This is an optimization exercise on Yosys and OpenROAD, whose aim is small area, a short achievable clock period and few clock cycles per item, not a production implementation. In this exercise RTL edits were held to simulation tests only and were not proved equivalent to the original.

== main ==
==> flow/design.v <==
module pha_engine (
    input  wire        clk,
    input  wire        rst,
    input  wire        cmd_valid,
    output wire        cmd_ready,
    input  wire [31:0] cmd,
    output wire        rsp_valid,
    output wire [1:0]  rsp_status,
    output wire [13:0] rsp_result,
    output wire [3:0]  rsp_bpe,
    output wire [8:0]  rsp_pal_len,
    output wire        mem_en,
    output reg         mem_we,
    output reg  [10:0] mem_addr,
    output reg  [63:0] mem_wdata,
    input  wire [63:0] mem_rdata
);
    localparam integer HB = 8;                      
    localparam [10:0]  CLR_LAST = 11'd1023 + (11'd1 << HB);
    localparam [10-HB:0] BKT = 1 << (10 - HB);      
    localparam [3:0] OP_INIT = 4'h1;
    localparam [3:0] OP_GET  = 4'h2;
    localparam [3:0] OP_SET  = 4'h3;
    localparam [3:0] OP_PEEK = 4'h4;
    localparam [1:0] ST_OK       = 2'd0;
    localparam [1:0] ST_ILLEGAL  = 2'd1;
    localparam [1:0] ST_REJECTED = 2'd2;
    localparam [2:0] S_CLR  = 3'd0;   
    localparam [2:0] S_IDLE = 3'd1;   
    localparam [2:0] S_SH   = 3'd2;   
    localparam [2:0] S_SR   = 3'd3;   
    localparam [2:0] S_SC   = 3'd4;   
    localparam [2:0] S_ACK  = 3'd5;   
    reg [2:0]  state;
    reg [8:0]  pal_len;
    reg        direct;
    reg        fault;
    reg [1:0]  epoch;
    reg [10:0] ctr;       
    reg [13:0] vq;        
    reg        app;       
    reg        sw;        
    reg        t1;        
    reg        t2;        
    reg        t_peek;
    reg [1:0]  t_slot;
    reg        rv;        
    reg [1:0]  rst_q;     
    wire [3:0]  op   = cmd[3:0];
    wire [1:0]  slot = cmd[5:4];
    wire [9:0]  cwrd = cmd[15:6];
    wire [13:0] v    = cmd[29:16];
    reg legal;
    always @(*) begin
        case (op)
            OP_INIT: legal = (cmd[31:4] == 28'd0);
            OP_GET:  legal = (cmd[31:16] == 16'd0);
            OP_SET:  legal = (cmd[31:30] == 2'd0);
            OP_PEEK: legal = (cmd[31:16] == 16'd0);
            default: legal = 1'b0;
        endcase
    end
    wire [15:0] t_sv  = mem_rdata[16*t_slot +: 16];
    wire        t_ok  = (t_sv[15:14] == epoch);
    wire [13:0] t_val = t_ok ? t_sv[13:0] : 14'd0;
    wire        t_np  = t1 & t_peek & ~direct & t_ok & (|t_sv[13:0]);
    wire        m0     = (mem_rdata[15:0]  == {epoch, vq});
    wire        m1     = (mem_rdata[47:32] == {epoch, vq});
    wire        b_hit  = m0 | m1;
    wire [7:0]  b_k    = m0 ? mem_rdata[23:16] : mem_rdata[55:48];
    wire        b_e0   = (mem_rdata[31:30] == epoch);    
    wire        b_full = b_e0 & (mem_rdata[63:62] == epoch);
    wire        pal_full = pal_len[8];
    wire        t2_miss  = t2 & ~b_hit & b_full;    
    wire        w_clr = (state == S_CLR);
    wire        w_bkt = (state == S_SH);
    reg  [3:0]  w_sel;
    always @(*) begin
        w_sel = 4'b1111;
        if (state == S_SC) w_sel = 4'b0001 << slot;
        if (w_bkt)         w_sel = b_e0 ? 4'b1100 : 4'b0011;
    end
    wire [1:0]  w_ep   = w_clr ? 2'b11 : epoch;
    wire [13:0] w_even = w_clr ? 14'd0 : vq;
    wire [13:0] w_odd  = w_clr ? 14'd0 : w_bkt ? {6'd0, pal_len[7:0]} : vq;
    integer g;
    always @(*) begin
        for (g = 0; g < 4; g = g + 1)
            mem_wdata[16*g +: 16] = w_sel[g] ? {w_ep, (g % 2 == 1) ? w_odd : w_even}
                                             : mem_rdata[16*g +: 16];
    end
    wire stall  = t_np | t2_miss;
    wire go     = (state == S_IDLE) & cmd_valid & ~stall;
    wire run    = ~fault & legal;
    wire is_set = (op == OP_SET);
    wire set_h  = ~direct & (|v);    
    wire [HB-1:0] nxt_b = ctr[HB-1:0] + 1'b1;
    assign cmd_ready = ((state == S_IDLE) & ~stall & ~is_set) |
                       (state == S_SC) | (state == S_ACK);
    assign mem_en = 1'b1;
    always @(*) begin
        mem_we   = 1'b0;
        mem_addr = {1'b0, cwrd};
        case (state)
            S_CLR: begin
                mem_we   = 1'b1;
                mem_addr = ctr;
            end
            S_IDLE: begin
                if (t_np)
                    mem_addr = {BKT, t_sv[HB-1:0]};
                else if (t2_miss)
                    mem_addr = {BKT, nxt_b};
                else if (is_set & set_h)
                    mem_addr = {BKT, v[HB-1:0]};
            end
            S_SH: begin
                if (!b_hit && b_full)
                    mem_addr = {BKT, nxt_b};
                else if (!b_hit && !pal_full) begin
                    mem_we   = 1'b1;
                    mem_addr = {BKT, ctr[HB-1:0]};
                end
            end
            S_SC: mem_we = 1'b1;
            default: ;
        endcase
    end
    assign rsp_valid   = rv | (t1 & ~t_np) | (t2 & ~t2_miss);
    assign rsp_status  = rst_q;
    assign rsp_result  = t1 ? t_val : (t2 & b_hit) ? {6'd0, b_k} : 14'd0;
    assign rsp_pal_len = pal_len;
    assign rsp_bpe     = direct          ? 4'd14 :
                         (pal_len > 128) ? 4'd8  :
                         (pal_len > 64)  ? 4'd7  :
                         (pal_len > 32)  ? 4'd6  :
                         (pal_len > 16)  ? 4'd5  : 4'd4;
    always @(posedge clk) begin
        rv <= 1'b0;
        t1 <= 1'b0;
        t2 <= stall;
        if (t_np) begin
            vq  <= t_sv[13:0];
            ctr <= {{(11-HB){1'b0}}, t_sv[HB-1:0]};
        end
        if (t2_miss)
            ctr <= {{(11-HB){1'b0}}, nxt_b};
        if (rst) begin
            state   <= S_CLR;
            ctr     <= 11'd0;
            epoch   <= 2'd0;
            pal_len <= 9'd1;
            direct  <= 1'b0;
            fault   <= 1'b0;
            app     <= 1'b0;
            sw      <= 1'b0;
            t2      <= 1'b0;
            rst_q   <= ST_OK;
        end else begin
            case (state)
                S_CLR: begin
                    ctr <= ctr + 11'd1;
                    if (ctr == CLR_LAST) state <= S_IDLE;
                end
                S_IDLE: begin
                    if (go) begin
                        rst_q <= ST_OK;
                        if (fault) begin
                            rv    <= ~is_set;
                            rst_q <= ST_REJECTED;
                            if (is_set) state <= S_ACK;
                        end else if (!legal) begin
                            rv    <= ~is_set;
                            rst_q <= ST_ILLEGAL;
                            fault <= 1'b1;
                            if (is_set) state <= S_ACK;
                        end else begin
                            case (op)
                                OP_INIT: begin
                                    rv      <= 1'b1;
                                    pal_len <= 9'd1;
                                    direct  <= 1'b0;
                                    epoch   <= epoch + 2'd1;
                                    if (epoch == 2'd2) begin
                                        epoch <= 2'd0;
                                        ctr   <= 11'd0;
                                        state <= S_CLR;
                                    end
                                end
                                OP_SET: begin
                                    vq    <= v;
                                    ctr   <= {{(11-HB){1'b0}}, v[HB-1:0]};
                                    state <= set_h ? S_SH : S_SC;
                                end
                                default: begin  
                                    t1     <= 1'b1;
                                    t_peek <= (op == OP_PEEK);
                                    t_slot <= slot;
                                end
                            endcase
                        end
                    end
                end
                S_SH: begin
                    if (b_hit) begin
                        state <= S_SC;
                    end else if (b_full) begin
                        ctr <= {{(11-HB){1'b0}}, nxt_b};
                    end else if (pal_full) begin
                        sw    <= 1'b1;
                        state <= S_SC;
                    end else begin
                        app   <= 1'b1;
                        state <= S_SR;
                    end
                end
                S_SR: state <= S_SC;
                S_SC: begin
                    rv    <= 1'b1;
                    app   <= 1'b0;
                    sw    <= 1'b0;
                    state <= S_IDLE;
                    if (app) pal_len <= pal_len + 9'd1;
                    if (sw) begin
                        direct  <= 1'b1;
                        pal_len <= 9'd0;
                    end
                end
                S_ACK: begin
                    rv    <= 1'b1;
                    state <= S_IDLE;
                end
                default: state <= S_IDLE;
            endcase
        end
    end
endmodule
clock: 28.0 ns
lec_check: 0
cap_margin: 20
core_margin: 2
core_utilization: 40
place_density: 0.6
slew_margin: 20
standard.sh (not shown) runs the stock make flow with config.mk's settings and CLKGATE_MAP_FILE= SYNTH_SCRIPT=/design/flow/synth_recipe.tcl, a recipe that flattens the netlist after the stock synthesis.
==> flow/flow/run.sh <==
#!/bin/bash
# The standard layout (standard.sh) with two changes:
#  - plain buf_1 cells as the port buffers;
#  - synthesis maps logic with yosys's own ABC script for liberty cells
#    (flow/my_synth.tcl) instead of ORFS's delay script. The registers,
#    the -nofsm -noshare synth, the flattening and the renaming are as in
#    synth_recipe.tcl.
# Each tool's output goes to the ORFS logs under orfs/logs; make's own
# output goes to standard.log.
set -o pipefail
here=$(pwd)
sed "s#SYNTH_SCRIPT=[^ ]*synth_recipe.tcl#SYNTH_SCRIPT=$here/flow/my_synth.tcl#" standard.sh > my_standard.sh
export BUFFER_PORTS_ARGS="-buffer_cell sky130_fd_sc_hd__buf_1"
export MY_ABC_D=3000
export SETUP_SLACK_MARGIN=15
bash my_standard.sh > standard.log 2>&1
==> flow/flow/my_synth.tcl <==
proc synth {args} { yosys synth -nofsm -noshare {*}$args }
# Technology mapping with the ABC script named by MY_ABC_SCRIPT (yosys's
# own script for liberty cells if unset) instead of ORFS's delay script,
# with a delay target of MY_ABC_D ps if set.
proc abc {args} {
  set i [lsearch -exact $args -script]
  if {$i >= 0} { set args [lreplace $args $i [expr {$i + 1}]] }
  set i [lsearch -exact $args -D]
  if {$i >= 0} { set args [lreplace $args $i [expr {$i + 1}]] }
  if {[info exists ::env(MY_ABC_D)] && $::env(MY_ABC_D) ne ""} { lappend args -D $::env(MY_ABC_D) }
  if {[info exists ::env(MY_ABC_SCRIPT)] && $::env(MY_ABC_SCRIPT) ne ""} { set args [linsert $args 0 -script $::env(MY_ABC_SCRIPT)] }
  yosys abc {*}$args
}
source $::env(SCRIPTS_DIR)/synth.tcl
# left out here: clear keep_hierarchy, flatten, clean up, hide names made inside functions, write 1_2_yosys.v
Testbench counts of main, summed over its fixed seeds: cycles 71,217, cmds 28,816.
Here is what was changed in the inputs of the feature branch compared with main.
==> flow/flow/run.sh <==
#!/bin/bash
# The standard layout (standard.sh) with two changes:
#  - plain buf_1 cells as the port buffers;
#  - synthesis maps logic with an ABC script of our own
#    (flow/abc_area.script, run by flow/my_synth.tcl) instead of ORFS's
#    delay script. The registers, the -nofsm -noshare synth, the
#    flattening and the renaming are as in synth_recipe.tcl.
# Each tool's output goes to the ORFS logs under orfs/logs; make's own
# output goes to standard.log.
set -o pipefail
here=$(pwd)
sed "s#SYNTH_SCRIPT=[^ ]*synth_recipe.tcl#SYNTH_SCRIPT=$here/flow/my_synth.tcl#" standard.sh > my_standard.sh
export BUFFER_PORTS_ARGS="-buffer_cell sky130_fd_sc_hd__buf_1"
export MY_ABC_SCRIPT=$here/flow/abc_area.script
export MY_ABC_D=
bash my_standard.sh > standard.log 2>&1
==> flow/flow/abc_area.script (new file) <==
strash; &get -n; &fraig -x; &put; scorr; dc2; strash; &get -n; &dch -f; &nf -R 1000; &put
--- outcome ---
- Per the comparison of the feature branch with main, final worst-path setup slack decreased by 1370 ps relative to the old numbers; count of endpoints failing setup in the final report closely matched the old numbers; net count reported at finish decreased by about 3% relative to the old numbers.

-- port drivers added, routing unchanged --
No port has a modelled driver above. Below, the same layouts with a new extraction and two added sets of constraints. Step 1 sets driving cells, clkbuf_16 on the clock port and buf_2 on the other inputs (assumed; they add their load-dependent delay and slew). Step 2, shift: input delay + t, output delay - t, t = (earliest + latest rising clock arrival at the registers) / 2. This alone moves slack from input paths to output paths. a / b / c = no drivers / after step 1 / after step 2; a / b = the first two.
| run | shift t [ns] | setup slack, ns | worst data-port slew with drivers (ns) |
|---|---|---|---|
| main | 0.340 | 14.506 / 14.478 / 14.478 | 0.06 |
| the feature branch | 0.331 | 13.134 / 13.113 / 13.113 | 0.06 |
After both steps setup and hold are still met in every run listed. The setup slack of main, which loses most, moves by -0.028 ns with the drivers and by -0.028 ns with both steps.
